This is an optimization exercise on Yosys and OpenROAD, whose aim is small area, a short achievable clock period and few clock cycles, not a production implementation.
In this exercise RTL edits were held to simulation tests only and were not proved equivalent to the original.
Power is estimated from default activity; no workload was simulated.

==> flow/design.v <==
module sbf_engine (
    input  wire        clk,
    input  wire        rst,           
    input  wire        cmd_valid,
    output wire        cmd_ready,
    input  wire [31:0] cmd_word,
    input  wire [4:0]  rd_idx,
    output reg  [31:0] rd_data
);
    localparam [15:0] SYNC_WORD = 16'h4024;
    localparam [3:0] ST_NONE      = 4'd0;
    localparam [3:0] ST_FRAME_OK  = 4'd1;
    localparam [3:0] ST_INC_HDR   = 4'd2;
    localparam [3:0] ST_NOT_FRAME = 4'd3;
    localparam [3:0] ST_MALFORMED = 4'd4;
    localparam [3:0] ST_NEED_MORE = 4'd5;
    localparam [3:0] ST_CRC_MIS   = 4'd6;
    localparam [3:0] ST_SYNC_FND  = 4'd7;
    localparam [3:0] ST_SYNC_NF   = 4'd8;
    localparam integer S_IDLE = 0;
    localparam integer S_PRE0 = 1;    
    localparam integer S_PRE  = 2;    
    localparam integer S_HDR  = 3;    
    localparam integer S_BODY = 4;    
    localparam integer S_FIN  = 5;    
    localparam integer S_CB   = 6;    
    localparam integer S_HUNT = 7;    
    localparam integer S_HFIN = 8;    
    localparam integer NS     = 9;
    localparam [1:0] J_SCAN = 2'd0;
    localparam [1:0] J_HUNT = 2'd1;
    localparam [1:0] J_CB   = 2'd2;
    localparam [1:0] J_BODY = 2'd3;
    function [15:0] crc_w8;
        input [15:0] c;
        input [63:0] d;
        begin
            crc_w8[0] = c[0] ^ c[1] ^ c[3] ^ c[4] ^ c[7] ^ c[8] ^ c[10] ^ c[15] ^ d[0] ^ d[2] ^ d[7] ^ d[8] ^ d[9] ^ d[11] ^ d[12] ^ d[15] ^ d[18] ^ d[24] ^ d[25] ^ d[27] ^ d[34] ^ d[35] ^ d[36] ^ d[43] ^ d[44] ^ d[46] ^ d[48] ^ d[51] ^ d[52] ^ d[56] ^ d[60];
            crc_w8[1] = c[1] ^ c[2] ^ c[4] ^ c[5] ^ c[8] ^ c[9] ^ c[11] ^ d[0] ^ d[1] ^ d[3] ^ d[9] ^ d[10] ^ d[12] ^ d[13] ^ d[19] ^ d[25] ^ d[26] ^ d[28] ^ d[35] ^ d[36] ^ d[37] ^ d[44] ^ d[45] ^ d[47] ^ d[49] ^ d[52] ^ d[53] ^ d[57] ^ d[61];
            crc_w8[2] = c[2] ^ c[3] ^ c[5] ^ c[6] ^ c[9] ^ c[10] ^ c[12] ^ d[1] ^ d[2] ^ d[4] ^ d[10] ^ d[11] ^ d[13] ^ d[14] ^ d[20] ^ d[26] ^ d[27] ^ d[29] ^ d[32] ^ d[36] ^ d[37] ^ d[38] ^ d[45] ^ d[46] ^ d[50] ^ d[53] ^ d[54] ^ d[58] ^ d[62];
            crc_w8[3] = c[3] ^ c[4] ^ c[6] ^ c[7] ^ c[10] ^ c[11] ^ c[13] ^ d[2] ^ d[3] ^ d[5] ^ d[11] ^ d[12] ^ d[14] ^ d[15] ^ d[21] ^ d[27] ^ d[28] ^ d[30] ^ d[33] ^ d[37] ^ d[38] ^ d[39] ^ d[46] ^ d[47] ^ d[51] ^ d[54] ^ d[55] ^ d[59] ^ d[63];
            crc_w8[4] = c[4] ^ c[5] ^ c[7] ^ c[8] ^ c[11] ^ c[12] ^ c[14] ^ d[0] ^ d[3] ^ d[4] ^ d[6] ^ d[12] ^ d[13] ^ d[15] ^ d[22] ^ d[24] ^ d[28] ^ d[29] ^ d[31] ^ d[32] ^ d[34] ^ d[38] ^ d[39] ^ d[40] ^ d[47] ^ d[48] ^ d[52] ^ d[55] ^ d[60];
            crc_w8[5] = c[0] ^ c[1] ^ c[3] ^ c[4] ^ c[5] ^ c[6] ^ c[7] ^ c[9] ^ c[10] ^ c[12] ^ c[13] ^ d[1] ^ d[2] ^ d[4] ^ d[5] ^ d[8] ^ d[9] ^ d[11] ^ d[12] ^ d[13] ^ d[14] ^ d[15] ^ d[16] ^ d[18] ^ d[23] ^ d[27] ^ d[29] ^ d[30] ^ d[32] ^ d[33] ^ d[34] ^ d[36] ^ d[39] ^ d[40] ^ d[41] ^ d[43] ^ d[44] ^ d[46] ^ d[48] ^ d[49] ^ d[51] ^ d[52] ^ d[53] ^ d[56] ^ d[60] ^ d[61];
            crc_w8[6] = c[0] ^ c[1] ^ c[2] ^ c[4] ^ c[5] ^ c[6] ^ c[7] ^ c[8] ^ c[10] ^ c[11] ^ c[13] ^ c[14] ^ d[0] ^ d[2] ^ d[3] ^ d[5] ^ d[6] ^ d[8] ^ d[9] ^ d[10] ^ d[12] ^ d[13] ^ d[14] ^ d[15] ^ d[17] ^ d[19] ^ d[24] ^ d[28] ^ d[30] ^ d[31] ^ d[33] ^ d[34] ^ d[35] ^ d[37] ^ d[41] ^ d[42] ^ d[44] ^ d[45] ^ d[47] ^ d[49] ^ d[50] ^ d[52] ^ d[53] ^ d[54] ^ d[57] ^ d[61] ^ d[62];
            crc_w8[7] = c[1] ^ c[2] ^ c[3] ^ c[5] ^ c[6] ^ c[7] ^ c[8] ^ c[9] ^ c[11] ^ c[12] ^ c[14] ^ c[15] ^ d[0] ^ d[1] ^ d[3] ^ d[4] ^ d[6] ^ d[7] ^ d[9] ^ d[10] ^ d[11] ^ d[13] ^ d[14] ^ d[15] ^ d[16] ^ d[18] ^ d[20] ^ d[25] ^ d[29] ^ d[31] ^ d[32] ^ d[34] ^ d[35] ^ d[36] ^ d[38] ^ d[42] ^ d[43] ^ d[45] ^ d[46] ^ d[50] ^ d[51] ^ d[53] ^ d[54] ^ d[55] ^ d[58] ^ d[62] ^ d[63];
            crc_w8[8] = c[2] ^ c[3] ^ c[4] ^ c[6] ^ c[7] ^ c[8] ^ c[9] ^ c[10] ^ c[12] ^ c[13] ^ c[15] ^ d[0] ^ d[1] ^ d[2] ^ d[4] ^ d[5] ^ d[7] ^ d[10] ^ d[11] ^ d[12] ^ d[14] ^ d[15] ^ d[16] ^ d[17] ^ d[19] ^ d[21] ^ d[26] ^ d[30] ^ d[33] ^ d[35] ^ d[36] ^ d[37] ^ d[39] ^ d[40] ^ d[43] ^ d[44] ^ d[46] ^ d[47] ^ d[48] ^ d[51] ^ d[52] ^ d[54] ^ d[55] ^ d[59] ^ d[63];
            crc_w8[9] = c[3] ^ c[4] ^ c[5] ^ c[7] ^ c[8] ^ c[9] ^ c[10] ^ c[11] ^ c[13] ^ c[14] ^ d[0] ^ d[1] ^ d[2] ^ d[3] ^ d[5] ^ d[6] ^ d[11] ^ d[12] ^ d[13] ^ d[15] ^ d[17] ^ d[18] ^ d[20] ^ d[22] ^ d[24] ^ d[27] ^ d[31] ^ d[32] ^ d[34] ^ d[36] ^ d[37] ^ d[38] ^ d[40] ^ d[41] ^ d[44] ^ d[45] ^ d[47] ^ d[48] ^ d[49] ^ d[52] ^ d[53] ^ d[55] ^ d[60];
            crc_w8[10] = c[4] ^ c[5] ^ c[6] ^ c[8] ^ c[9] ^ c[10] ^ c[11] ^ c[12] ^ c[14] ^ c[15] ^ d[0] ^ d[1] ^ d[2] ^ d[3] ^ d[4] ^ d[6] ^ d[7] ^ d[12] ^ d[13] ^ d[14] ^ d[16] ^ d[18] ^ d[19] ^ d[21] ^ d[23] ^ d[25] ^ d[28] ^ d[32] ^ d[33] ^ d[35] ^ d[37] ^ d[38] ^ d[39] ^ d[40] ^ d[41] ^ d[42] ^ d[45] ^ d[46] ^ d[49] ^ d[50] ^ d[53] ^ d[54] ^ d[61];
            crc_w8[11] = c[0] ^ c[5] ^ c[6] ^ c[7] ^ c[9] ^ c[10] ^ c[11] ^ c[12] ^ c[13] ^ c[15] ^ d[1] ^ d[2] ^ d[3] ^ d[4] ^ d[5] ^ d[7] ^ d[8] ^ d[13] ^ d[14] ^ d[15] ^ d[17] ^ d[19] ^ d[20] ^ d[22] ^ d[24] ^ d[26] ^ d[29] ^ d[33] ^ d[34] ^ d[36] ^ d[38] ^ d[39] ^ d[41] ^ d[42] ^ d[43] ^ d[46] ^ d[47] ^ d[50] ^ d[51] ^ d[54] ^ d[55] ^ d[62];
            crc_w8[12] = c[0] ^ c[3] ^ c[4] ^ c[6] ^ c[11] ^ c[12] ^ c[13] ^ c[14] ^ c[15] ^ d[3] ^ d[4] ^ d[5] ^ d[6] ^ d[7] ^ d[8] ^ d[11] ^ d[12] ^ d[14] ^ d[20] ^ d[21] ^ d[23] ^ d[30] ^ d[32] ^ d[36] ^ d[37] ^ d[39] ^ d[40] ^ d[42] ^ d[46] ^ d[47] ^ d[48] ^ d[55] ^ d[56] ^ d[60] ^ d[63];
            crc_w8[13] = c[0] ^ c[1] ^ c[4] ^ c[5] ^ c[7] ^ c[12] ^ c[13] ^ c[14] ^ c[15] ^ d[4] ^ d[5] ^ d[6] ^ d[7] ^ d[8] ^ d[9] ^ d[12] ^ d[13] ^ d[15] ^ d[21] ^ d[22] ^ d[24] ^ d[31] ^ d[32] ^ d[33] ^ d[37] ^ d[38] ^ d[40] ^ d[41] ^ d[43] ^ d[47] ^ d[48] ^ d[49] ^ d[57] ^ d[61];
            crc_w8[14] = c[1] ^ c[2] ^ c[5] ^ c[6] ^ c[8] ^ c[13] ^ c[14] ^ c[15] ^ d[0] ^ d[5] ^ d[6] ^ d[7] ^ d[9] ^ d[10] ^ d[13] ^ d[14] ^ d[16] ^ d[22] ^ d[23] ^ d[25] ^ d[32] ^ d[33] ^ d[34] ^ d[38] ^ d[39] ^ d[41] ^ d[42] ^ d[44] ^ d[49] ^ d[50] ^ d[58] ^ d[62];
            crc_w8[15] = c[0] ^ c[2] ^ c[3] ^ c[6] ^ c[7] ^ c[9] ^ c[14] ^ c[15] ^ d[1] ^ d[6] ^ d[7] ^ d[8] ^ d[10] ^ d[11] ^ d[14] ^ d[15] ^ d[17] ^ d[23] ^ d[24] ^ d[26] ^ d[33] ^ d[34] ^ d[35] ^ d[39] ^ d[42] ^ d[43] ^ d[45] ^ d[50] ^ d[51] ^ d[59] ^ d[63];
        end
    endfunction
    function [15:0] crc_w1;
        input [15:0] c;
        input [7:0] d;
        begin
            crc_w1[0] = c[8] ^ c[12] ^ d[0] ^ d[4];
            crc_w1[1] = c[9] ^ c[13] ^ d[1] ^ d[5];
            crc_w1[2] = c[10] ^ c[14] ^ d[2] ^ d[6];
            crc_w1[3] = c[11] ^ c[15] ^ d[3] ^ d[7];
            crc_w1[4] = c[12] ^ d[4];
            crc_w1[5] = c[8] ^ c[12] ^ c[13] ^ d[0] ^ d[4] ^ d[5];
            crc_w1[6] = c[9] ^ c[13] ^ c[14] ^ d[1] ^ d[5] ^ d[6];
            crc_w1[7] = c[10] ^ c[14] ^ c[15] ^ d[2] ^ d[6] ^ d[7];
            crc_w1[8] = c[0] ^ c[11] ^ c[15] ^ d[3] ^ d[7];
            crc_w1[9] = c[1] ^ c[12] ^ d[4];
            crc_w1[10] = c[2] ^ c[13] ^ d[5];
            crc_w1[11] = c[3] ^ c[14] ^ d[6];
            crc_w1[12] = c[4] ^ c[8] ^ c[12] ^ c[15] ^ d[0] ^ d[4] ^ d[7];
            crc_w1[13] = c[5] ^ c[9] ^ c[13] ^ d[1] ^ d[5];
            crc_w1[14] = c[6] ^ c[10] ^ c[14] ^ d[2] ^ d[6];
            crc_w1[15] = c[7] ^ c[11] ^ c[15] ^ d[3] ^ d[7];
        end
    endfunction
    reg [63:0] mem [0:31];
    reg [15:0] crc_r;
    reg [8:0]  cur_r;
    reg [8:0]  fill_r;
    reg        mode_r;
    reg [3:0]  status_r;
    reg [2:0]  err_r;
    reg [15:0] h_sync, h_crc, h_id, h_len;
    reg [8:0]  body_off;
    reg [15:0] body_len;
    reg [16:0] next_off;
    reg [23:0] rng_off, rng_len;
    reg [7:0]  rdata_r;
    reg [15:0] nok_r, ncrc_r;
    reg [8:0]  avail_r;       
    reg [7:0]  base;          
    reg [7:0]  pcur;          
    reg [7:0]  pfill;         
    reg [NS-1:0] state;       
    reg [1:0]  job;           
    reg        is_next;       
    reg        is_step;       
    reg [4:0]  rword;         
    reg [2:0]  off_r;         
    reg [63:0] rdq;           
    reg [63:0] hold;          
    reg [8:0]  cnt;           
    reg [8:0]  tpos;          
    reg [7:0]  ppos;          
    reg        nh8;           
    reg [2:0]  lane;          
    reg        hfirst;        
    reg        pb24;          
    reg [8:0]  hd_r;          
    reg [15:0] acc;           
    reg [5:0]  bgcnt;         
    reg [7:0]  bgs;           
    reg [8:0]  bgav;          
    reg        bg_on;         
    reg [1:0]  bg_ph;         
    wire s_idle = state[S_IDLE];
    wire s_pre0 = state[S_PRE0];
    wire s_pre  = state[S_PRE];
    wire s_hdr  = state[S_HDR];
    wire s_body = state[S_BODY];
    wire s_fin  = state[S_FIN];
    wire s_cb   = state[S_CB];
    wire s_hunt = state[S_HUNT];
    wire s_hfin = state[S_HFIN];
    assign cmd_ready = s_idle;
    wire [7:0]  op  = cmd_word[31:24];
    wire [23:0] imm = cmd_word[23:0];
    reg legal;
    always @(*) begin
        case (op)
            8'h00, 8'h01, 8'h02, 8'h04, 8'h06,
            8'h14, 8'h20, 8'h21, 8'h22: legal = (imm == 24'd0);
            8'h03, 8'h11:               legal = (imm[23:8] == 16'd0);
            8'h07:                      legal = (imm[23:1] == 23'd0);
            8'h10:                      legal = (imm[23:16] == 8'd0);
            8'h05, 8'h08, 8'h12, 8'h13: legal = 1'b1;
            default:                    legal = 1'b0;
        endcase
    end
    wire accept  = cmd_valid && s_idle;
    wire rd_op   = cmd_valid && (op == 8'h08);     
    wire [7:0] pread = base + imm[7:0];              
    wire push_we = accept && legal && (op == 8'h03) && !fill_r[8];
    wire bg_go   = s_idle && bg_on && (bgcnt != 6'd0) && !(cmd_valid && op[5]) && !rd_op;
    wire bg_rd0  = bg_go && (bg_ph == 2'd0) && (bgav[8:3] != 6'd0);
    wire bg_rd1  = bg_go && (bg_ph == 2'd1);
    wire bg_fold = bg_go && (bg_ph == 2'd2);
    wire [4:0] raddr = !s_idle               ? rword :
                       rd_op                 ? pread[7:3] :
                       !bg_on                ? pcur[7:3] :
                       (bg_ph == 2'd0)       ? bgs[7:3] : rword;
    wire [63:0] rdw  = mem[raddr];
    reg [63:0] chunk;
    always @(*) begin
        case (off_r)
            3'd0: chunk = hold;
            3'd1: chunk = {rdq[7:0],  hold[63:8]};
            3'd2: chunk = {rdq[15:0], hold[63:16]};
            3'd3: chunk = {rdq[23:0], hold[63:24]};
            3'd4: chunk = {rdq[31:0], hold[63:32]};
            3'd5: chunk = {rdq[39:0], hold[63:40]};
            3'd6: chunk = {rdq[47:0], hold[63:48]};
            default: chunk = {rdq[55:0], hold[63:56]};
        endcase
    end
    wire [15:0] c_len = chunk[63:48];
    wire adv = s_pre0 | s_pre | s_hunt | s_body | bg_rd1 |
               (s_hdr & (!c_len[2] | off_r[2])) |
               (s_cb & (cnt[8:3] != 6'd0));
    always @(posedge clk) begin
        if ((s_idle && (!bg_on || bg_rd0)) || adv)
            rdq <= rdw;
        if (adv)
            hold <= rdq;
    end
    wire [9:0]  rng_end   = {1'b0, rng_off[8:0]} + {1'b0, rng_len[8:0]};
    wire        rng_bad   = (rng_off[23:9] != 15'd0) || (rng_len[23:9] != 15'd0) ||
                            (rng_end > {1'b0, fill_r});
    wire        skip_bad  = (imm[23:9] != 15'd0) || (imm[8:0] > avail_r);
    wire        read_bad  = (imm[23:9] != 15'd0) || (imm[8:0] >= fill_r);
    wire [7:0]  pstart    = base + rng_off[7:0];
    wire        sync_ok   = (chunk[15:0] == SYNC_WORD);
    wire        len_ok    = (c_len > 16'd8) && (c_len[1:0] == 2'b00);
    wire        hc        = !c_len[2];    
    wire [15:0] f_len     = s_hdr ? c_len : {7'd0, h_len[8:0]};
    wire        complete  = (f_len[15:9] == 7'd0) && (avail_r >= f_len[8:0]);
    wire [8:0]  left      = avail_r - f_len[8:0];
    wire [16:0] f_next    = {8'd0, cur_r} + {1'b0, f_len};
    wire [7:0]  f_pnext   = pcur + f_len[7:0];
    wire [15:0] seed      = s_cb ? crc_r : (s_hdr ? 16'd0 : acc);
    wire [63:0] cdata     = s_hdr ? {chunk[63:32], 32'd0} : chunk;
    wire [15:0] crc8      = crc_w8(seed, cdata);
    wire [7:0]  lbyte     = chunk[{lane, 3'b000} +: 8];
    wire [15:0] crc1      = crc_w1(crc_r, s_idle ? imm[7:0] : lbyte);
    wire [15:0] fcrc      = s_fin ? acc : crc8;      
    reg  [7:0] e24, e40;
    reg  [6:0] hm;
    integer    k;
    always @(*) begin
        for (k = 0; k < 8; k = k + 1) begin
            e24[k] = (chunk[8*k +: 8] == SYNC_WORD[7:0]);
            e40[k] = (chunk[8*k +: 8] == SYNC_WORD[15:8]);
        end
        for (k = 0; k < 7; k = k + 1)
            hm[k] = e24[k] & e40[k+1] & (cnt >= k + 2) & !(hfirst && k == 0);
    end
    wire       hx    = pb24 & e40[0] & !hfirst;
    wire       h_hit = hx | (hm != 7'd0);
    reg  [8:0] h_d;           
    always @(*) begin
        casez ({hx, hm})
            8'b1???????: h_d = 9'h1FF;
            8'b0??????1: h_d = 9'd0;
            8'b0?????10: h_d = 9'd1;
            8'b0????100: h_d = 9'd2;
            8'b0???1000: h_d = 9'd3;
            8'b0??10000: h_d = 9'd4;
            8'b0?100000: h_d = 9'd5;
            default:     h_d = 9'd6;
        endcase
    end
    always @(*) begin
        case (rd_idx)
            5'd0:  rd_data = {16'd0, crc_r};
            5'd1:  rd_data = {23'd0, cur_r};
            5'd2:  rd_data = {23'd0, fill_r};
            5'd3:  rd_data = {31'd0, mode_r};
            5'd4:  rd_data = {28'd0, status_r};
            5'd5:  rd_data = {29'd0, err_r};
            5'd6:  rd_data = {16'd0, h_sync};
            5'd7:  rd_data = {16'd0, h_crc};
            5'd8:  rd_data = {16'd0, h_id};
            5'd9:  rd_data = {16'd0, h_len};
            5'd10: rd_data = {23'd0, body_off};
            5'd11: rd_data = {16'd0, body_len};
            5'd12: rd_data = {15'd0, next_off};
            5'd13: rd_data = {8'd0, rng_off};
            5'd14: rd_data = {8'd0, rng_len};
            5'd15: rd_data = {24'd0, rdata_r};
            5'd16: rd_data = {16'd0, nok_r};
            5'd17: rd_data = {16'd0, ncrc_r};
            5'd18: rd_data = {19'd0, h_id[12:0]};
            5'd19: rd_data = {29'd0, h_id[15:13]};
            5'd20: rd_data = {23'd0, avail_r};
            default: rd_data = 32'd0;
        endcase
    end
    always @(posedge clk) begin
        if (push_we)
            mem[pfill[7:3]][{pfill[2:0], 3'b000} +: 8] <= imm[7:0];
    end
    task reset_regs;
        begin
            crc_r    <= 16'd0;
            cur_r    <= 9'd0;
            fill_r   <= 9'd0;
            mode_r   <= 1'b0;
            status_r <= ST_NONE;
            err_r    <= 3'd0;
            h_sync   <= 16'd0;
            h_crc    <= 16'd0;
            h_id     <= 16'd0;
            h_len    <= 16'd0;
            body_off <= 9'd0;
            body_len <= 16'd0;
            next_off <= 17'd0;
            rng_off  <= 24'd0;
            rng_len  <= 24'd0;
            rdata_r  <= 8'd0;
            nok_r    <= 16'd0;
            ncrc_r   <= 16'd0;
            avail_r  <= 9'd0;
            base     <= 8'd0;
            pcur     <= 8'd0;
            pfill    <= 8'd0;
            bg_on    <= 1'b0;
        end
    endtask
    task finish_scan;
        input [15:0] fcrc;
        input        fm;        
        input        cont;      
        begin
            crc_r <= fcrc;
            bg_on <= 1'b0;
            if (is_step) begin
                cur_r   <= next_off[8:0];
                avail_r <= tpos;
                pcur    <= ppos;
                if (fm) begin
                    if (nok_r != 16'hFFFF)
                        nok_r <= nok_r + 16'd1;
                end else begin
                    if (ncrc_r != 16'hFFFF)
                        ncrc_r <= ncrc_r + 16'd1;
                end
            end
            state <= 1 << S_IDLE;
            if (fm)
                status_r <= ST_FRAME_OK;
            else if (is_next && !mode_r) begin
                if (!nh8)
                    status_r <= ST_INC_HDR;
                else if (cont)
                    state <= 1 << S_HDR;
                else begin
                    rword <= ppos[7:3];
                    off_r <= ppos[2:0];
                    job   <= J_SCAN;
                    state <= 1 << S_PRE0;
                end
            end else
                status_r <= ST_CRC_MIS;
        end
    endtask
    always @(posedge clk) begin
        if (adv)
            rword <= rword + 5'd1;
        if (bg_rd0) begin
            rword <= bgs[7:3] + 5'd1;
            off_r <= bgs[2:0];
            bg_ph <= 2'd1;
        end
        if (bg_rd1)
            bg_ph <= 2'd2;
        if (bg_fold) begin
            acc   <= crc8;
            bgcnt <= bgcnt - 6'd1;
            bgs   <= bgs + 8'd8;
            bg_ph <= 2'd0;
        end
        bgav <= bgav + {8'd0, push_we} - (bg_fold ? 9'd8 : 9'd0);
        if (rst) begin
            reset_regs;
            state <= 1 << S_IDLE;
        end else begin
            if (s_idle) begin
                if (accept) begin
                    if (!legal) begin
                        err_r[0] <= 1'b1;
                    end else begin
                        case (op)
                        8'h00: ;  
                        8'h01: reset_regs;
                        8'h02: begin                            
                            fill_r   <= 9'd0;
                            cur_r    <= 9'd0;
                            avail_r  <= 9'd0;
                            status_r <= ST_NONE;
                            base     <= 8'd0;
                            pcur     <= 8'd0;
                            pfill    <= 8'd0;
                            bg_on    <= 1'b0;
                        end
                        8'h03: begin                            
                            if (fill_r[8])
                                err_r[1] <= 1'b1;
                            else begin
                                fill_r  <= fill_r + 9'd1;
                                avail_r <= avail_r + 9'd1;
                                pfill   <= pfill + 8'd1;
                            end
                        end
                        8'h04: begin                            
                            fill_r   <= avail_r;
                            cur_r    <= 9'd0;
                            base     <= pcur;
                            status_r <= ST_NONE;
                        end
                        8'h05: begin                            
                            if (skip_bad)
                                err_r[2] <= 1'b1;
                            else begin
                                cur_r    <= cur_r + imm[8:0];
                                avail_r  <= avail_r - imm[8:0];
                                pcur     <= pcur + imm[7:0];
                                status_r <= ST_NONE;
                                bg_on    <= 1'b0;
                            end
                        end
                        8'h06: begin                            
                            bg_on <= 1'b0;
                            bg_ph <= 2'd0;
                            if (avail_r < 9'd3) begin
                                if (avail_r == 9'd2) begin
                                    cur_r   <= fill_r - 9'd1;
                                    avail_r <= 9'd1;
                                    pcur    <= pfill - 8'd1;
                                end
                                status_r <= ST_SYNC_NF;
                            end else begin
                                off_r  <= pcur[2:0];
                                job    <= J_HUNT;
                                tpos   <= cur_r;
                                ppos   <= pcur;
                                cnt    <= avail_r;
                                hfirst <= 1'b1;
                                if (bg_on) begin
                                    rword <= pcur[7:3];
                                    state <= 1 << S_PRE0;
                                end else begin
                                    rword <= pcur[7:3] + 5'd1;
                                    state <= 1 << S_PRE;
                                end
                            end
                        end
                        8'h07: mode_r <= imm[0];                
                        8'h08: begin                            
                            if (read_bad)
                                err_r[2] <= 1'b1;
                            else
                                rdata_r <= rdw[{pread[2:0], 3'b000} +: 8];
                        end
                        8'h10: crc_r <= imm[15:0];              
                        8'h11: crc_r <= crc1;                   
                        8'h12: rng_off <= imm;                  
                        8'h13: rng_len <= imm;                  
                        8'h14: begin                            
                            if (rng_bad)
                                err_r[2] <= 1'b1;
                            else if (rng_len != 24'd0) begin
                                rword <= pstart[7:3];
                                off_r <= pstart[2:0];
                                cnt   <= rng_len[8:0];
                                lane  <= 3'd0;
                                job   <= J_CB;
                                bg_ph <= 2'd0;
                                state <= 1 << S_PRE0;
                            end
                        end
                        8'h20, 8'h21, 8'h22: begin              
                            is_step <= (op != 8'h20);
                            is_next <= (op == 8'h22);
                            if (bg_on) begin
                                body_off <= cur_r + 9'd8;
                                next_off <= f_next;
                                tpos     <= left;
                                nh8      <= (left >= 9'd8);
                                ppos     <= f_pnext;
                                if (!complete)
                                    status_r <= ST_NEED_MORE;
                                else if (bgcnt == 6'd0)
                                    state <= 1 << S_FIN;
                                else if (bg_ph != 2'd1) begin
                                    rword <= bgs[7:3];
                                    off_r <= bgs[2:0];
                                    job   <= J_BODY;
                                    state <= 1 << S_PRE0;
                                end else begin
                                    job   <= J_BODY;
                                    state <= 1 << S_PRE;
                                end
                            end else if (avail_r < 9'd8)
                                status_r <= ST_INC_HDR;
                            else begin
                                rword <= pcur[7:3] + 5'd1;
                                off_r <= pcur[2:0];
                                job   <= J_SCAN;
                                state <= 1 << S_PRE;
                            end
                        end
                        default: ;
                        endcase
                    end
                end
            end
            if (s_pre0)
                state <= 1 << S_PRE;
            if (s_pre) begin
                case (job)
                    J_SCAN:  state <= 1 << S_HDR;
                    J_HUNT:  state <= 1 << S_HUNT;
                    J_CB:    state <= 1 << S_CB;
                    default: state <= 1 << S_BODY;
                endcase
            end
            if (s_hdr) begin
                h_sync <= chunk[15:0];
                h_crc  <= chunk[31:16];
                h_id   <= chunk[47:32];
                h_len  <= c_len;
                bg_on  <= 1'b0;
                bg_ph  <= 2'd0;
                acc    <= hc ? crc8 : 16'd0;
                bgcnt  <= c_len[8:3] - {5'd0, hc};
                bgs    <= pcur + (hc ? 8'd8 : 8'd4);
                bgav   <= avail_r - (hc ? 9'd8 : 9'd4);
                nh8    <= (left >= 9'd8);
                tpos   <= left;
                ppos   <= f_pnext;
                if (c_len[2])
                    off_r <= off_r ^ 3'd4;
                if (!sync_ok) begin
                    status_r <= ST_NOT_FRAME;
                    state    <= 1 << S_IDLE;
                end else if (!len_ok) begin
                    status_r <= ST_MALFORMED;
                    state    <= 1 << S_IDLE;
                end else begin
                    body_off <= cur_r + 9'd8;
                    body_len <= c_len - 16'd8;
                    next_off <= f_next;
                    if (!complete) begin
                        status_r <= ST_NEED_MORE;
                        bg_on    <= (c_len[15:9] == 7'd0);
                        state    <= 1 << S_IDLE;
                    end else
                        state    <= 1 << S_BODY;
                end
            end
            if (s_body) begin
                acc   <= crc8;
                bgcnt <= bgcnt - 6'd1;
                bgs   <= bgs + 8'd8;
                bg_ph <= 2'd0;
            end
            if ((s_body && bgcnt == 6'd1) || s_fin)
                finish_scan(fcrc, fcrc == h_crc, s_body);
            if (s_cb) begin
                if (cnt[8:3] != 6'd0) begin
                    crc_r <= crc8;
                    cnt   <= cnt - 9'd8;
                    if (cnt == 9'd8)
                        state <= 1 << S_IDLE;
                end else begin
                    crc_r <= crc1;
                    cnt   <= cnt - 9'd1;
                    lane  <= lane + 3'd1;
                    if (cnt == 9'd1)
                        state <= 1 << S_IDLE;
                end
            end
            if (s_hunt) begin
                if (h_hit) begin
                    hd_r     <= h_d;
                    state    <= 1 << S_HFIN;
                end else if (cnt <= 9'd8) begin
                    cur_r    <= fill_r - 9'd1;
                    avail_r  <= 9'd1;
                    pcur     <= pfill - 8'd1;
                    status_r <= ST_SYNC_NF;
                    state    <= 1 << S_IDLE;
                end else begin
                    hfirst <= 1'b0;
                    pb24   <= e24[7];
                    tpos   <= tpos + 9'd8;
                    ppos   <= ppos + 8'd8;
                    cnt    <= cnt - 9'd8;
                end
            end
            if (s_hfin) begin
                cur_r    <= tpos + hd_r;
                pcur     <= ppos + hd_r[7:0];
                avail_r  <= cnt - hd_r;
                status_r <= ST_SYNC_FND;
                state    <= 1 << S_IDLE;
            end
        end
    end
endmodule
==> flow/run.sh <==
#!/bin/bash
# synth_recipe.tcl (not shown) runs the flow's synth.tcl, then flattens the netlist and writes it again
# the make line also repeats each setting of config.mk as NAME=value (left out here)
make -C /OpenROAD-flow-scripts/flow DESIGN_CONFIG=/design/flow/config.mk WORK_HOME=/design/flow/orfs CLKGATE_MAP_FILE= SYNTH_SCRIPT=/design/flow/synth_recipe.tcl finish
==> flow/config.mk <==
export PLATFORM = sky130hd
export DESIGN_NAME = sbf_engine
export DESIGN_NICKNAME = sbf_engine
export VERILOG_FILES = /design/flow/design.v
export SDC_FILE = /design/flow/constraint.sdc
export NUM_CORES = 4
export LEC_CHECK = 0
export ABC_CLOCK_PERIOD_IN_PS = 5000
export CAP_MARGIN = 20
export CORE_MARGIN = 2
export CORE_UTILIZATION = 40
export CTS_BUF_LIST = sky130_fd_sc_hd__clkbuf_16
export CTS_CLUSTER_DIAMETER = 70
export CTS_CLUSTER_SIZE = 24
export SETUP_SLACK_MARGIN = 4.3
export SLEW_MARGIN = 20
==> flow/constraint.sdc <==
create_clock -name core_clock -period 10.0 [get_ports {clk}]
set_input_delay 2.0000 -clock core_clock [delete_from_list [all_inputs] [get_ports {clk}]]
set_output_delay 2.0000 -clock core_clock [all_outputs]
set_load 0.01 [all_outputs]
==> impl_table.tex, run 1 <==
\begin{tabular}{lr}
\hline
Metric & Value \\
\hline
\multicolumn{2}{l}{\textbf{Critical path}} \\
\quad Endpoint type of the worst setup path & primary output \\
\quad Cell with the biggest individual delay on the critical path & a222oi\_1 \\
\quad Biggest fanout along the worst timing path & 5 \\
\quad Number of cells on the worst reg-to-reg path & 20 \\
\quad Largest stage delay, worst path & $\sim$800 ps \\
\quad Critical Path RT & 8000 ps \\
\quad Reg2Reg Launch Point & off\_r[2] \\
\quad End of the worst register-to-register path & state[0] \\
\quad Startpoint type of the worst setup path & primary input \\
\quad Delay-heaviest family, CP & simple AND/OR/NAND/NOR gates \\
\quad Critical setup path kind & in -> out \\
\quad Number of stages on the worst setup path & 9 \\
\quad Buffer and inverter count on the worst path & 3 \\
\quad Register-to-register path setup slack & around 4300 ps \\
\quad Arrival time at the worst endpoint & 4200 ps \\
\quad Cells along the critical path & buf\_12 > nor2b\_4 > nand2\_2 > nor2\_4 > buf\_6 > a222oi\_1 > and3\_1 > nand4\_1 > buf\_2 \\
\multicolumn{2}{l}{\textbf{Timing}} \\
\quad Setup Skew & roughly 120 ps \\
\quad Number of setup violations in the final report & 0 \\
\quad Count of endpoints failing hold in the final timing report & 0 \\
\quad Final-layout worst hold slack & 466 ps \\
\quad Final Max Slew Viols & 0 \\
\quad Transition time at the pin with the least slew margin & 1240 ps \\
\quad Share of the clock period used by the worst path after layout & 0.620 \\
\quad RSZ-0062 raised after global routing & yes \\
\quad Highest attainable clock frequency & around 160 MHz \\
\quad Setup\_tns & 0 ps \\
\quad Min cycle time layout & $\sim$6200 ps \\
\quad Slew Limit Headroom & 0.175 \\
\quad Final worst slack & 3800 ps \\
\multicolumn{2}{l}{\textbf{Route}} \\
\quad Detailed-route vias per instance & $\sim$6.3 \\
\quad Routed vias & $\sim$81,000 \\
\quad Total length of routed wires & roughly 420,000 um \\
\quad Routed wire length per instance & between 30 and 40 um \\
\quad DRT antenna net count & 0 \\
\quad Number of search-and-repair iterations in the first detailed-routing pass & 9 \\
\quad Number of DRC violations after detailed routing & 0 \\
\quad Iter 0 DRT Violations & 11,600 \\
\multicolumn{2}{l}{\textbf{Placement}} \\
\quad Final estimated routing congestion in global placement & between 0.9 and 1 \\
\quad Sum of net half-perimeters after detailed placement & between 200,000 and 300,000 um \\
\quad Cell Area, Placed & 126,000 um2 \\
\quad Pre-CTS setup slack & roughly 1500 ps \\
\quad Input/output buffers & 64 \\
\multicolumn{2}{l}{\textbf{Synth}} \\
\quad Mapped Area & between 100,000 and 150,000 um2 \\
\quad Post-synth EDFFs & 2,219 \\
\quad Post-Syn Instances & 8,498 \\
\quad Post-synthesis sequential area ratio & 0.610 \\
\quad Post-synth ARST share & 0 \\
\quad Ys flop type & edfxtp\_1 \\
\quad Number of warnings reported in the yosys synthesis log & 1 \\
\quad Yosys cell types & roughly 120 \\
\quad Flip-flop and latch count after synthesis & about 2,500 \\
\quad Mean area per synthesized cell & approximately 14 um2 \\
\multicolumn{2}{l}{\textbf{Global route}} \\
\quad Global-route wire length before repair & 582,000 um \\
\quad Combined global-route utilization of all metal layers & 0.267 \\
\quad Via count of the first global-routing pass & around 76,000 \\
\quad Pin count of the biggest net entering global routing & 118 \\
\quad Antenna violations before repair & 20 \\
\quad Grt total ovfl & 0 \\
\multicolumn{2}{l}{\textbf{Pwr}} \\
\quad Total net switching power & around 9 mW \\
\quad Max rail drop VDD & just under 0.0006 V \\
\quad Switching part of the total power & 0.324 \\
\quad Internal & around 19 mW \\
\quad Sequential share of power & 0.412 \\
\quad Pwr Density & approximately 200 nW/um2 \\
\quad Share of power burned in the clock network & 0.254 \\
\quad Static Leakage & about 43 nW \\
\quad Combinational Power Share & 0.334 \\
\multicolumn{2}{l}{\textbf{Status}} \\
\quad Outcome & no timing/DRC/antenna violations \\
\multicolumn{2}{l}{\textbf{Cells and area}} \\
\quad Count of nets after finishing & between 8,000 and 9,000 \\
\quad Top library cells by usage in the layout, fill and taps aside & edfxtp\_1, nor2\_1, mux4\_2 \\
\quad Share of post-route cells with drive strength above 1 & 0.226 \\
\quad Most common library cell in the layout ignoring fill and taps & edfxtp\_1 \\
\quad Post-route design area & 137,000 um2 \\
\quad Layout Area Growth over Synthesis & 14.4\% \\
\quad Share of the core filled with cells & 0.461 \\
\quad Number of filler instances in the final layout & approximately 26,000 \\
\multicolumn{2}{l}{\textbf{Clocking}} \\
\quad Clock input transition at the sequential cells of the worst setup and hold paths & 70 ps \\
\quad Clock tree from TritonCTS & yes \\
\quad Number of levels the H-tree was split into & 4 \\
\quad Clock root buffer & clkbuf\_16 \\
\quad Insertion delay to the later sink of the worst-skew pair & 910 ps \\
\quad Count of clock tree sinks & roughly 2,500 \\
\quad CTS buffer count & between 150 and 200 \\
\quad Longest Clk Path Bufs & 4 \\
\multicolumn{2}{l}{\textbf{Min path}} \\
\quad Destination of the worst hold path & h\_len[2] \\
\quad Worst hold-check path type & reg -> reg \\
\quad WHS Path Cells & 2 \\
\quad Hold Path Origin & h\_len[2] \\
\multicolumn{2}{l}{\textbf{Floorplanning}} \\
\quad Die extent in y & 551 um \\
\quad Cell row count & 200 \\
\quad Standard cell core area & around 300,000 um2 \\
\quad Initial core utilization & 0.403 \\
\quad Top-Level Pins & 73 \\
\quad Die span in x & around 550 um \\
\quad Die outline area & just over 300,000 um2 \\
\multicolumn{2}{l}{\textbf{Flow run}} \\
\quad Number of maximum-capacitance constraint violations & 0 \\
\hline
\end{tabular}
cell families (layout without fill, tap and decap cells):
| logic type | after synthesis | in the layout | synth area share |
|---|---|---|---|
| adder cells (fa/ha/maj) | 176 | 176 | 0.0193 |
| multiplexers | 838 | 838 | 0.126 |
| other | 1 | 23 | 0.0000313 |
| flip-flops | 2544 | 2544 | 0.610 |
| AND/OR/NAND/NOR | 1967 | 1969 | 0.0733 |
| AO/OA/AOI/OAI | 1710 | 1713 | 0.100 |
| buffers and inverters | 745 | 1095 | 0.0263 |
| XOR/XNOR | 517 | 517 | 0.0442 |
power groups by stage:
| stage | Sequential (mW) | Combinational (mW) | Clock, mW |
|---|---|---|---|
| 2_1_floorplan | 11.7 | 5.00 | 0 |
| 3_3_place_gp | 11.7 | 7.08 | 0 |
| 3_5_place_dp | 11.7 | 7.08 | 0 |
| 4_1_cts | 11.4 | 8.28 | 7.12 |
| 5_1_grt | 11.5 | 9.56 | 7.48 |
| 6_report | 11.5 | 9.30 | 7.06 |
sequential cells by signal, indices dropped and copies added (netlist names), 16 cells and up:
signal and count:
nok_r 16, mem 2048, body_len 16, h_len 16, rng_off 24, h_crc 16
h_id 16, crc_r 16, h_sync 16, hold 64, acc 16, ncrc_r 16
rng_len 24, next_off 17, rdq 64
cells in the mapped netlist (136+ instances only):
cell	count	area [um2]
ha_1	162	2030
clkbuf_1	418	1570
edfxtp_1	2219	66600
a22oi_1	140	1050
nand3_1	165	826
dfxtp_1	325	6510
mux2i_1	215	2150
inv_1	143	537
mux4_2	531	12000
xor2_1	165	1450
xnor2_1	294	2570
nor2_1	831	3120
nand2_1	512	1920
o21ai_0	293	1470
a22o_1	136	1190
a21oi_1	360	1800
worst max path at each step:
stage / from / endpoint
after global routing: rd_idx[1] / rd_data[8]
after floorplan: cmd_word[1] / rdata_r[0]
after detailed placement: cmd_word[28] / rdata_r[1]
final: rd_idx[1] / rd_data[8]
after CTS: rd_idx[1] / rd_data[8]
after global placement: cmd_word[28] / rdata_r[4]
layout make-up:
type / instances / area (um2) / share of cell area
Sequential cell: 2544 / 73200 / 0.534
Inverter: 146 / 579 / 0.00423
Antenna cell: 15 / 37.5 / 0.000274
Tap cell: 3939 / 4930 / 0.0359
Timing Repair Buffer: 697 / 7560 / 0.0551
Multi-Input combinational cell: 5221 / 45800 / 0.334
Clock inverter: 87 / 892 / 0.00651
Clock buffer: 165 / 4130 / 0.0301
per-stage QoR:
stage | std cells | power [mW]
2_1_floorplan | 8505 | 16.7
3_3_place_gp | 12200 | 18.8
3_5_place_dp | 12200 | 18.8
4_1_cts | 12700 | 26.8
5_1_grt | 12800 | 28.5
6_report | 12800 | 27.8
repair_timing:
item	in CTS	in global routing
pin swaps	83	101
gates resized for setup	490	264
hold buffers	0	0
endpoints found under the setup margin	2416	1445
endpoints found under the hold margin	0	0
cloned	23	18
buffers inserted	164	125
per-layer routing:
metal	vias up	wire (um)	part of all wire	track usage
li1	33500	-	-	-
met1	41300	162000	0.39	0.359
met2	5019	187000	0.45	0.404
met3	1100	44800	0.11	0.0595
met4	20	26000	0.062	0.143
met5	-	130	0.00031	0
worst min-delay path, stage by stage (launching register included):
cell and delay [ps]:
dfxtp_1 310, nand2_1 50, a21oi_1 50
Testbench counts, summed over its fixed seeds: cycles 87,084.
==> inputs of run 2 (changes only) <==
--- a/flow/design.v
+++ b/flow/design.v
@@ -22,11 +22,10 @@
     localparam integer S_PRE  = 2;    
     localparam integer S_HDR  = 3;    
     localparam integer S_BODY = 4;    
-    localparam integer S_FIN  = 5;    
-    localparam integer S_CB   = 6;    
-    localparam integer S_HUNT = 7;    
-    localparam integer S_HFIN = 8;    
-    localparam integer NS     = 9;
+    localparam integer S_CB   = 5;    
+    localparam integer S_HUNT = 6;    
+    localparam integer S_HFIN = 7;    
+    localparam integer NS     = 8;
     localparam [1:0] J_SCAN = 2'd0;
     localparam [1:0] J_HUNT = 2'd1;
     localparam [1:0] J_CB   = 2'd2;
@@ -120,7 +119,6 @@
     wire s_pre  = state[S_PRE];
     wire s_hdr  = state[S_HDR];
     wire s_body = state[S_BODY];
-    wire s_fin  = state[S_FIN];
     wire s_cb   = state[S_CB];
     wire s_hunt = state[S_HUNT];
     wire s_hfin = state[S_HFIN];
@@ -141,14 +139,18 @@
     end
     wire accept  = cmd_valid && s_idle;
     wire rd_op   = cmd_valid && (op == 8'h08);     
+    wire cb_op   = cmd_valid && (op == 8'h14);     
     wire [7:0] pread = base + imm[7:0];              
+    wire [7:0] pstart = base + rng_off[7:0];         
     wire push_we = accept && legal && (op == 8'h03) && !fill_r[8];
-    wire bg_go   = s_idle && bg_on && (bgcnt != 6'd0) && !(cmd_valid && op[5]) && !rd_op;
+    wire bg_go   = s_idle && bg_on && (bgcnt != 6'd0) && !(cmd_valid && op[5]) &&
+                   !rd_op && !cb_op;
     wire bg_rd0  = bg_go && (bg_ph == 2'd0) && (bgav[8:3] != 6'd0);
     wire bg_rd1  = bg_go && (bg_ph == 2'd1);
     wire bg_fold = bg_go && (bg_ph == 2'd2);
     wire [4:0] raddr = !s_idle               ? rword :
                        rd_op                 ? pread[7:3] :
+                       cb_op                 ? pstart[7:3] :
                        !bg_on                ? pcur[7:3] :
                        (bg_ph == 2'd0)       ? bgs[7:3] : rword;
     wire [63:0] rdw  = mem[raddr];
@@ -170,7 +172,7 @@
                (s_hdr & (!c_len[2] | off_r[2])) |
                (s_cb & (cnt[8:3] != 6'd0));
     always @(posedge clk) begin
-        if ((s_idle && (!bg_on || bg_rd0)) || adv)
+        if ((s_idle && (!bg_on || bg_rd0 || cb_op)) || adv)
             rdq <= rdw;
         if (adv)
             hold <= rdq;
@@ -180,7 +182,6 @@
                             (rng_end > {1'b0, fill_r});
     wire        skip_bad  = (imm[23:9] != 15'd0) || (imm[8:0] > avail_r);
     wire        read_bad  = (imm[23:9] != 15'd0) || (imm[8:0] >= fill_r);
-    wire [7:0]  pstart    = base + rng_off[7:0];
     wire        sync_ok   = (chunk[15:0] == SYNC_WORD);
     wire        len_ok    = (c_len > 16'd8) && (c_len[1:0] == 2'b00);
     wire        hc        = !c_len[2];    
@@ -194,7 +195,6 @@
     wire [15:0] crc8      = crc_w8(seed, cdata);
     wire [7:0]  lbyte     = chunk[{lane, 3'b000} +: 8];
     wire [15:0] crc1      = crc_w1(crc_r, s_idle ? imm[7:0] : lbyte);
-    wire [15:0] fcrc      = s_fin ? acc : crc8;      
     reg  [7:0] e24, e40;
     reg  [6:0] hm;
     integer    k;
@@ -282,13 +282,19 @@
         input [15:0] fcrc;
         input        fm;        
         input        cont;      
+        input        stp;       
+        input        nxt;       
+        input [8:0]  ncur;      
+        input [8:0]  nav;       
+        input [7:0]  npc;       
+        input        n8;        
         begin
             crc_r <= fcrc;
             bg_on <= 1'b0;
-            if (is_step) begin
-                cur_r   <= next_off[8:0];
-                avail_r <= tpos;
-                pcur    <= ppos;
+            if (stp) begin
+                cur_r   <= ncur;
+                avail_r <= nav;
+                pcur    <= npc;
                 if (fm) begin
                     if (nok_r != 16'hFFFF)
                         nok_r <= nok_r + 16'd1;
@@ -300,14 +306,14 @@
             state <= 1 << S_IDLE;
             if (fm)
                 status_r <= ST_FRAME_OK;
-            else if (is_next && !mode_r) begin
-                if (!nh8)
+            else if (nxt && !mode_r) begin
+                if (!n8)
                     status_r <= ST_INC_HDR;
                 else if (cont)
                     state <= 1 << S_HDR;
                 else begin
-                    rword <= ppos[7:3];
-                    off_r <= ppos[2:0];
+                    rword <= npc[7:3];
+                    off_r <= npc[2:0];
                     job   <= J_SCAN;
                     state <= 1 << S_PRE0;
                 end
@@ -337,6 +343,8 @@
             state <= 1 << S_IDLE;
         end else begin
             if (s_idle) begin
+                if (cb_op)
+                    bg_ph <= 2'd0;
                 if (accept) begin
                     if (!legal) begin
                         err_r[0] <= 1'b1;
@@ -421,13 +429,12 @@
                             if (rng_bad)
                                 err_r[2] <= 1'b1;
                             else if (rng_len != 24'd0) begin
-                                rword <= pstart[7:3];
+                                rword <= pstart[7:3] + 5'd1;
                                 off_r <= pstart[2:0];
                                 cnt   <= rng_len[8:0];
                                 lane  <= 3'd0;
                                 job   <= J_CB;
-                                bg_ph <= 2'd0;
-                                state <= 1 << S_PRE0;
+                                state <= 1 << S_PRE;
                             end
                         end
                         8'h20, 8'h21, 8'h22: begin              
@@ -442,7 +449,8 @@
                                 if (!complete)
                                     status_r <= ST_NEED_MORE;
                                 else if (bgcnt == 6'd0)
-                                    state <= 1 << S_FIN;
+                                    finish_scan(acc, acc == h_crc, 1'b0, op != 8'h20, op == 8'h22,
+                                                f_next[8:0], left, f_pnext, left >= 9'd8);
                                 else if (bg_ph != 2'd1) begin
                                     rword <= bgs[7:3];
                                     off_r <= bgs[2:0];
@@ -516,8 +524,9 @@
                 bgs   <= bgs + 8'd8;
                 bg_ph <= 2'd0;
             end
-            if ((s_body && bgcnt == 6'd1) || s_fin)
-                finish_scan(fcrc, fcrc == h_crc, s_body);
+            if (s_body && bgcnt == 6'd1)
+                finish_scan(crc8, crc8 == h_crc, 1'b1, is_step, is_next,
+                            next_off[8:0], tpos, ppos, nh8);
             if (s_cb) begin
                 if (cnt[8:3] != 6'd0) begin
                     crc_r <= crc8;
==> run 2 against run 1 <==
  * Still clean
  * Area after synthesis increased by 0.49%
  * Clock skew fell by 14 ps
  * Final cell count up 4.0%
  * Hold slack lost 1.8 ps
  * First-iteration DRC count up 12%
  * Synthesized cell count up 6.7%
  * Register-to-register slack improved by 40 ps
  * Total power down 29%
  * Sequential cell count decreased by 1
  * Routed wire length increased by 5.1%
  * Critical path type unchanged
  * Largest cell class unchanged
==> impl_table.tex, run 2 <==
\begin{tabular}{lr}
\hline
Metric & Value \\
\hline
\multicolumn{2}{l}{\textbf{Timing}} \\
\quad Min cycle time layout & 5830 ps (-376 ps) \\
\quad Setup Skew & 109 ps (-13.9 ps) \\
\quad Number of setup violations in the final report & 0 (unchanged) \\
\quad Transition time at the pin with the least slew margin & 1220 ps (-12.1 ps) \\
\quad Highest attainable clock frequency & 172 MHz (+6.5\%) \\
\quad Setup\_tns & 0 ps (unchanged) \\
\quad Count of endpoints failing hold in the final timing report & 0 (unchanged) \\
\quad Share of the clock period used by the worst path after layout & 0.583 (-0.0376) \\
\quad Final-layout worst hold slack & 464 ps (-1.80 ps) \\
\quad Final Max Slew Viols & 0 (unchanged) \\
\quad RSZ-0062 raised after global routing & yes \\
\quad Slew Limit Headroom & 0.181 (+0.00606) \\
\multicolumn{2}{l}{\textbf{Clocking}} \\
\quad CTS buffer count & 169 (+5.0\%) \\
\quad Clock input transition at the sequential cells of the worst setup and hold paths & 60 ps (about the same) \\
\quad Clock tree from TritonCTS & yes \\
\quad Number of levels the H-tree was split into & 4 (unchanged) \\
\quad Count of clock tree sinks & 2,543 (-0.039\%) \\
\quad Clock root buffer & clkbuf\_16 \\
\quad Longest Clk Path Bufs & 4 (unchanged) \\
\quad Insertion delay to the later sink of the worst-skew pair & 920 ps (about the same) \\
\quad Hold buffer count at CTS & 0 (unchanged) \\
\multicolumn{2}{l}{\textbf{Route}} \\
\quad Iter 0 DRT Violations & 13,000 (+12\%) \\
\quad Routed vias & 84,800 (+4.7\%) \\
\quad Number of DRC violations after detailed routing & 0 (unchanged) \\
\quad DRT antenna net count & 0 (unchanged) \\
\quad Detailed-route vias per instance & 6.36 (+0.60\%) \\
\quad Routed wire length per instance & 33.1 um (+1.0\%) \\
\quad Number of search-and-repair iterations in the first detailed-routing pass & 8 (-1) \\
\quad Total length of routed wires & 442,000 um (+5.1\%) \\
\multicolumn{2}{l}{\textbf{Synth}} \\
\quad Synth top cells by count & edfxtp\_1, nand2\_1, nor2\_1 \\
\quad Flip-flop and latch count after synthesis & 2,543 (-0.039\%) \\
\quad Mean area per synthesized cell & 13.3 um2 (-5.8\%) \\
\quad Most common cell in the synthesized netlist & edfxtp\_1 \\
\quad Post-synthesis sequential area ratio & 0.607 (-0.00300) \\
\quad Share of Yosys cell area claimed by the top area cell type & 0.554 (-0.00224) \\
\quad Post-Syn Instances & 9,067 (+6.7\%) \\
\quad Number of warnings reported in the yosys synthesis log & 1 (unchanged) \\
\quad Ys flop type & edfxtp\_1 \\
\quad Post-synth ARST share & 0 (unchanged) \\
\quad Top cells by area, synth & edfxtp\_1, mux4\_2, dfxtp\_1, nand2\_1, nor2\_1 \\
\quad Post-synth EDFFs & 2,221 (+0.090\%) \\
\quad Mapped Area & 120,000 um2 (+0.49\%) \\
\quad Yosys cell types & 112 (-5.1\%) \\
\quad Leading area contributor after synthesis & edfxtp\_1 \\
\multicolumn{2}{l}{\textbf{Pwr}} \\
\quad Max rail drop VDD & 0.000130 V (-78\%) \\
\quad Static Leakage & 44.1 nW (+1.9\%) \\
\quad Pwr Density & 143 nW/um2 (-30\%) \\
\quad Total chip power & 19.6 mW (-29\%) \\
\multicolumn{2}{l}{\textbf{Cells and area}} \\
\quad Layout Area Growth over Synthesis & 14.1\% \\
\quad Post-route design area & 137,000 um2 (+0.19\%) \\
\quad Count of nets after finishing & 9,465 (+5.3\%) \\
\quad Total area of multi-input combinational cells & 46,700 um2 (+1.9\%) \\
\quad Top library cells by usage in the layout, fill and taps aside & edfxtp\_1, nand2\_1, nor2\_1 \\
\quad Final cell count without fillers & 13,300 (+4.0\%) \\
\quad Share of post-route cells with drive strength above 1 & 0.207 (-0.0199) \\
\quad Area used by sequential logic in the layout & 73,200 um2 (about the same) \\
\quad Number of filler instances in the final layout & 26,500 (+2.7\%) \\
\quad Max reg flops & 2,048 (unchanged) \\
\quad Most common library cell in the layout ignoring fill and taps & edfxtp\_1 \\
\multicolumn{2}{l}{\textbf{Floorplanning}} \\
\quad Die span in x & 553 um (+0.25\%) \\
\quad Initial core utilization & 0.402 (-0.00103) \\
\quad Top-Level Pins & 73 (unchanged) \\
\quad Cell row count & 201 (+0.50\%) \\
\quad Die extent in y & 553 um (+0.25\%) \\
\quad Standard cell core area & 300,000 um2 (+0.75\%) \\
\quad Die outline area & 306,000 um2 (+0.49\%) \\
\multicolumn{2}{l}{\textbf{Global route}} \\
\quad Grt total ovfl & 0 (unchanged) \\
\quad M3 GR Usage & 0.0670 (+0.00755) \\
\quad Global-route wire length before repair & 616,000 um (+5.8\%) \\
\quad Via count of the first global-routing pass & 80,600 (+5.5\%) \\
\quad Met2 track utilization from global routing & 0.420 (+0.0162) \\
\quad GR Util met1 & 0.374 (+0.0150) \\
\quad Combined global-route utilization of all metal layers & 0.279 (+0.0120) \\
\quad Antenna violations before repair & 25 (+25\%) \\
\quad Pin count of the biggest net entering global routing & 86 (-27\%) \\
\quad Gr busiest metal & met2 \\
\multicolumn{2}{l}{\textbf{Placement}} \\
\quad Final estimated routing congestion in global placement & 0.994 (+1.0\%) \\
\quad Sum of net half-perimeters after detailed placement & 286,000 um (+2.9\%) \\
\quad Input/output buffers & 64 (unchanged) \\
\quad Cell Area, Placed & 127,000 um2 (+0.52\%) \\
\quad Number of cells in the design after placement & 12,800 (+4.8\%) \\
\multicolumn{2}{l}{\textbf{Min path}} \\
\quad Worst hold-check path type & reg -> reg \\
\multicolumn{2}{l}{\textbf{Critical path}} \\
\quad Startpoint type of the worst setup path & primary input \\
\quad Critical setup path kind & in -> out \\
\quad Endpoint type of the worst setup path & primary output \\
\quad Biggest fanout along the worst timing path & 10 (+5) \\
\quad Critical Path RT & 8000 ps (about the same) \\
\quad Arrival time at the worst endpoint & 3830 ps (-370 ps) \\
\multicolumn{2}{l}{\textbf{Status}} \\
\quad Outcome & no timing/DRC/antenna violations \\
\multicolumn{2}{l}{\textbf{Flow run}} \\
\quad Number of maximum-capacitance constraint violations & 0 (unchanged) \\
\hline
\end{tabular}
-- run 2: cell types whose count changed after synthesis, moves of 49 or more --
cell,change
mux2i_1,-68
nand2_1,+560
and3_1,+70
o211ai_1,-49
nand3_1,+109
a31oi_1,+94
a22o_1,-61
mux4_2,-64
-- run 2: what timing repair did --
action | 4_1_cts | 5_1_grt
resized for setup | 493 | 246
setup buffers | 123 | 66
endpoints found under the setup margin | 2334 | 2256
pin swaps | 52 | 69
cloned | 26 | 20
-- run 2: logic make-up (layout without fill, tap and decap cells) --
kind of cell	count (synthesis)	count (layout)	synth area share
mux	703	706	0.108
flops	2543	2543	0.607
xor+xnor	518	518	0.0452
simple gates	2675	2677	0.0973
fa+ha+maj	177	177	0.0193
other cells	1	30	0.0000311
compound gates	1679	1685	0.0964
buf+inv	771	1036	0.0267
-- run 2: layout make-up --
type / instances / area share
diodes: 22 / 0.000401
clock buffers: 172 / 0.0313
clock inverters: 101 / 0.00895
inverters: 164 / 0.00462
multi-input cells: 5771 / 0.340
flip-flops and latches: 2543 / 0.532
well taps: 3958 / 0.0360
repair buffers: 599 / 0.0462
-- run 2: worst max-delay path: stages --
cell and delay [ps]:
buf_12 120, or3b_4 290, nor2_4 50, buf_6 140, a222oi_1 590, nand3_1 160
nor2_1 130, nand2_1 140, buf_2 190
-- run 2: where the power goes --
| group | internal [mW] | leakage [nW] | switching (mW) |
|---|---|---|---|
| clock network | 3.54 | 2.73 | 3.96 |
| registers | 11.4 | 21.3 | 0.0315 |
| logic | 0.268 | 20.1 | 0.415 |
| total | 15.2 | 44.1 | 4.41 |
-- run 2: path summary, 6_finish.rpt --
path,from,end,slack (ps),cells past startpoint
min,h_len[12],h_len[12],460,2
max,rd_idx[2],rd_data[1],4170,9
max reg2reg,off_r[1],nok_r[3],4330,21
min reg2reg,h_len[12],h_len[12],460,2
-- run 2: metrics by stage --
| stage | utilization | worst slack, ps |
|---|---|---|
| 2_1_floorplan | - | 2330 |
| 3_3_place_gp | 0.422 | 1860 |
| 3_5_place_dp | 0.422 | 1790 |
| 4_1_cts | 0.451 | 4250 |
| 5_1_grt | 0.458 | 4160 |
| 6_report | 0.458 | 4170 |
-- run 2: metal layers --
metal	part of all wire	up-vias
li1	-	35000
met1	0.38	43100
met2	0.44	5517
met3	0.11	1143
met4	0.062	12
met5	0.00017	-
Testbench counts of run 2, summed over its fixed seeds: cycles 86,415.
==> inputs of run 3 (changes only) <==
--- a/flow/config.mk
+++ b/flow/config.mk
@@ -12,5 +12,5 @@
 export CTS_BUF_LIST = sky130_fd_sc_hd__clkbuf_16
 export CTS_CLUSTER_DIAMETER = 70
 export CTS_CLUSTER_SIZE = 24
-export SETUP_SLACK_MARGIN = 4.3
+export SETUP_SLACK_MARGIN = 4.6
 export SLEW_MARGIN = 20
==> run 3 against run 2 <==
  * Via count up 2.8%
  * Clock power down 3.7%
  * Non-clock buffer count up 244
  * Highest routed layer unchanged
==> impl_table.tex, run 3 <==
\begin{tabular}{lr}
\hline
Metric & Value \\
\hline
\multicolumn{2}{l}{\textbf{Timing}} \\
\quad Final-layout worst hold slack & 470 ps (+5.47 ps) \\
\quad Setup Skew & 121 ps (+11.6 ps) \\
\quad Min cycle time layout & 5800 ps (-32.9 ps) \\
\quad Final Max Slew Viols & 0 (unchanged) \\
\quad Number of setup violations in the final report & 0 (unchanged) \\
\quad Highest attainable clock frequency & 173 MHz (+0.57\%) \\
\quad Transition time at the pin with the least slew margin & 1230 ps (+10.1 ps) \\
\quad Slew Limit Headroom & 0.174 (-0.00770) \\
\quad RSZ-0062 raised after global routing & yes \\
\quad Setup\_tns & 0 ps (unchanged) \\
\quad Share of the clock period used by the worst path after layout & 0.580 (-0.00329) \\
\quad Count of endpoints failing hold in the final timing report & 0 (unchanged) \\
\multicolumn{2}{l}{\textbf{Synth}} \\
\quad Post-synth EDFFs & 2,221 (unchanged) \\
\quad Mean area per synthesized cell & 13.3 um2 (unchanged) \\
\quad Share of Yosys cell area claimed by the top area cell type & 0.554 (unchanged) \\
\quad Post-synth ARST share & 0 (unchanged) \\
\quad Ys flop type & edfxtp\_1 \\
\quad Yosys cell types & 112 (unchanged) \\
\quad Most common cell in the synthesized netlist & edfxtp\_1 \\
\quad Flip-flop and latch count after synthesis & 2,543 (unchanged) \\
\quad Number of warnings reported in the yosys synthesis log & 1 (unchanged) \\
\quad Mapped Area & 120,000 um2 (unchanged) \\
\quad Top cells by area, synth & edfxtp\_1, mux4\_2, dfxtp\_1, nand2\_1, nor2\_1 \\
\quad Post-synthesis sequential area ratio & 0.607 (unchanged) \\
\quad Post-Syn Instances & 9,067 (unchanged) \\
\quad Leading area contributor after synthesis & edfxtp\_1 \\
\quad Synth top cells by count & edfxtp\_1, nand2\_1, nor2\_1 \\
\multicolumn{2}{l}{\textbf{Route}} \\
\quad Number of DRC violations after detailed routing & 0 (unchanged) \\
\quad Routed wire length per instance & 33.9 um (+2.3\%) \\
\quad Detailed-route vias per instance & 6.43 (+1.0\%) \\
\quad Number of search-and-repair iterations in the first detailed-routing pass & 9 (+1) \\
\quad DRT antenna net count & 0 (unchanged) \\
\quad Routed vias & 87,200 (+2.8\%) \\
\quad Iter 0 DRT Violations & 14,300 (+11\%) \\
\quad Total length of routed wires & 460,000 um (+4.1\%) \\
\multicolumn{2}{l}{\textbf{Clocking}} \\
\quad Clock input transition at the sequential cells of the worst setup and hold paths & 90 ps (+30 ps) \\
\quad Number of levels the H-tree was split into & 4 (unchanged) \\
\quad Longest Clk Path Bufs & 4 (unchanged) \\
\quad Clock root buffer & clkbuf\_16 \\
\quad Clock tree from TritonCTS & yes \\
\quad Count of clock tree sinks & 2,543 (unchanged) \\
\quad CTS buffer count & 163 (-3.6\%) \\
\quad Insertion delay to the later sink of the worst-skew pair & 920 ps (about the same) \\
\multicolumn{2}{l}{\textbf{Placement}} \\
\quad Sum of net half-perimeters after detailed placement & 287,000 um (+0.24\%) \\
\quad Input/output buffers & 64 (unchanged) \\
\quad Final estimated routing congestion in global placement & 0.988 (-0.65\%) \\
\multicolumn{2}{l}{\textbf{Cells and area}} \\
\quad Most common library cell in the layout ignoring fill and taps & edfxtp\_1 \\
\quad Count of nets after finishing & 9,706 (+2.5\%) \\
\quad Top library cells by usage in the layout, fill and taps aside & edfxtp\_1, nand2\_1, nor2\_1 \\
\quad Layout Area Growth over Synthesis & 17.8\% \\
\quad Number of filler instances in the final layout & 25,900 (-2.1\%) \\
\quad Share of post-route cells with drive strength above 1 & 0.246 (+0.0395) \\
\quad Max reg flops & 2,048 (unchanged) \\
\multicolumn{2}{l}{\textbf{Critical path}} \\
\quad Endpoint type of the worst setup path & primary output \\
\quad Critical setup path kind & in -> out \\
\quad Dominant cell type by count on the critical path & buf\_6 \\
\quad Largest stage delay, worst path & 310 ps (-280 ps) \\
\quad Startpoint type of the worst setup path & primary input \\
\quad Biggest fanout along the worst timing path & 5 (-5) \\
\quad Critical Path RT & 8000 ps (about the same) \\
\quad Cells along the critical path & buf\_12 > nand3b\_1 > buf\_6 > buf\_4 > nor2\_4 > buf\_6 > a22o\_1 > a221o\_1 > a211oi\_2 > nand2\_1 > buf\_2 \\
\quad Arrival time at the worst endpoint & 3800 ps (-30 ps) \\
\quad Cell with the biggest individual delay on the critical path & a221o\_1 \\
\multicolumn{2}{l}{\textbf{Global route}} \\
\quad Pin count of the biggest net entering global routing & 95 (+10\%) \\
\quad Combined global-route utilization of all metal layers & 0.287 (+0.00813) \\
\quad Antenna violations before repair & 28 (+12\%) \\
\quad Via count of the first global-routing pass & 81,800 (+1.6\%) \\
\quad Global-route wire length before repair & 631,000 um (+2.5\%) \\
\quad Grt total ovfl & 0 (unchanged) \\
\multicolumn{2}{l}{\textbf{Min path}} \\
\quad Worst hold-check path type & reg -> reg \\
\multicolumn{2}{l}{\textbf{Floorplanning}} \\
\quad Standard cell core area & 300,000 um2 (unchanged) \\
\quad Die outline area & 306,000 um2 (unchanged) \\
\quad Die span in x & 553 um (unchanged) \\
\quad Top-Level Pins & 73 (unchanged) \\
\quad Die extent in y & 553 um (unchanged) \\
\quad Initial core utilization & 0.402 (unchanged) \\
\quad Cell row count & 201 (unchanged) \\
\multicolumn{2}{l}{\textbf{Pwr}} \\
\quad Pwr Density & 137 nW/um2 (-4.3\%) \\
\quad Max rail drop VDD & 0.000119 V (-8.1\%) \\
\quad Static Leakage & 46.1 nW (+4.5\%) \\
\multicolumn{2}{l}{\textbf{Flow run}} \\
\quad Number of maximum-capacitance constraint violations & 0 (unchanged) \\
\multicolumn{2}{l}{\textbf{Status}} \\
\quad Outcome & no timing/DRC/antenna violations \\
\hline
\end{tabular}
==> run 3: cell counts after synthesis <==
No cell type changed its count.
==> run 3: per-layer routing <==
| layer | track usage | up-vias | share of wire |
|---|---|---|---|
| li1 | - | 35500 | - |
| met2 | 0.430 | 6150 | 0.44 |
| met3 | 0.0680 | 1283 | 0.12 |
| met1 | 0.387 | 44200 | 0.38 |
| met4 | 0.152 | 16 | 0.067 |
| met5 | 0 | - | 0.00021 |
==> run 3: through the flow <==
step                      utilization  power (mW)  setup WS, ps  cells  instance area (um2)
after floorplan                     -        12.1          2330   9074               121000
after global placement          0.422        12.3          1710  12800               127000
after detailed placement        0.422        12.3          1620  12800               127000
after CTS                       0.461        19.4          4310  13400               138000
after global routing            0.473        19.8          4200  13500               142000
final                           0.473        19.4          4200  13600               142000
==> run 3: worst max-delay path: cells and delay by family <==
kind | cells | cell delay [ps]
AND/OR/NAND/NOR | 3 | 340
AO/OA/AOI/OAI | 3 | 770
buffers and inverters | 5 | 690
==> run 3: cell families (layout without fill, tap and decap cells) <==
family | after synthesis | in the layout | synth area share
mux | 703 | 706 | 0.108
compound gates | 1679 | 1686 | 0.0964
simple gates | 2675 | 2679 | 0.0973
other cells | 1 | 28 | 0.0000311
fa+ha+maj | 177 | 177 | 0.0193
xor+xnor | 518 | 518 | 0.0452
flops | 2543 | 2543 | 0.607
buf+inv | 771 | 1272 | 0.0267
==> run 3: where the power goes <==
part           switching, mW  internal (mW)  total [mW]  leakage, nW
clock network           3.87           3.35        7.22         2.57
registers             0.0304           11.4        11.4         21.3
logic                  0.435          0.311       0.746         22.3
==> run 3: final timing paths <==
kind	endpoint	cells after the start	start	slack, ps
min reg2reg	h_len[12]	2	h_len[12]	470
min	h_len[12]	2	h_len[12]	470
max	rd_data[6]	11	rd_idx[3]	4200
max reg2reg	nok_r[9]	21	off_r[0]	4510
==> run 3: layout make-up <==
class	instances	area [um2]	area share
Tap cell	3958	4950	0.0349
Multi-Input combinational cell	5774	48300	0.340
Antenna cell	20	50.0	0.000353
Clock inverter	99	1080	0.00763
Timing Repair Buffer	843	9630	0.0679
Sequential cell	2543	73200	0.515
Inverter	164	643	0.00453
Clock buffer	166	4150	0.0293
==> run 3: repair_timing <==
action / 4_1_cts / 5_1_grt
gates cloned: 51 / 25
pin swaps: 142 / 190
hold buffers: 0 / 0
gates resized for setup: 811 / 393
endpoints found under the setup margin: 2569 / 1846
buffers inserted: 255 / 167

re-timing with driven ports:
How much do the figures lean on ideal ports? The routed layouts below were timed once more, with nothing changed but the port constraints. Step 1: set_driving_cell puts a clkbuf_16 on clk and a buf_2 on each other input, an assumption about the parent block. Step 2 times the ports against the registers' clock, not the clock port: input delays grow and output delays shrink by t, the midpoint of the rising clock arrivals with the driver on. a / b / c = no drivers / after step 1 / after step 2; a / b = the first two.
run	shift t [ns]	setup slack, ns	hold slack, ns	worst setup path at the end	worst register clock-pin slew, ns
run 1	0.945	3.796 / 3.708 / 3.411	0.466 / 0.466 / 0.466	input to register	0.10 / 0.10
run 2	0.966	4.172 / 4.104 / 3.435	0.464 / 0.464 / 0.464	input to register	0.10 / 0.10
run 3	0.957	4.205 / 4.011 / 3.664	0.470 / 0.470 / 0.470	input to register	0.10 / 0.10
After both steps every run listed still meets setup and hold. The setup slack of run 2, which loses most, moves by -0.068 ns with the drivers and by -0.737 ns with both steps.
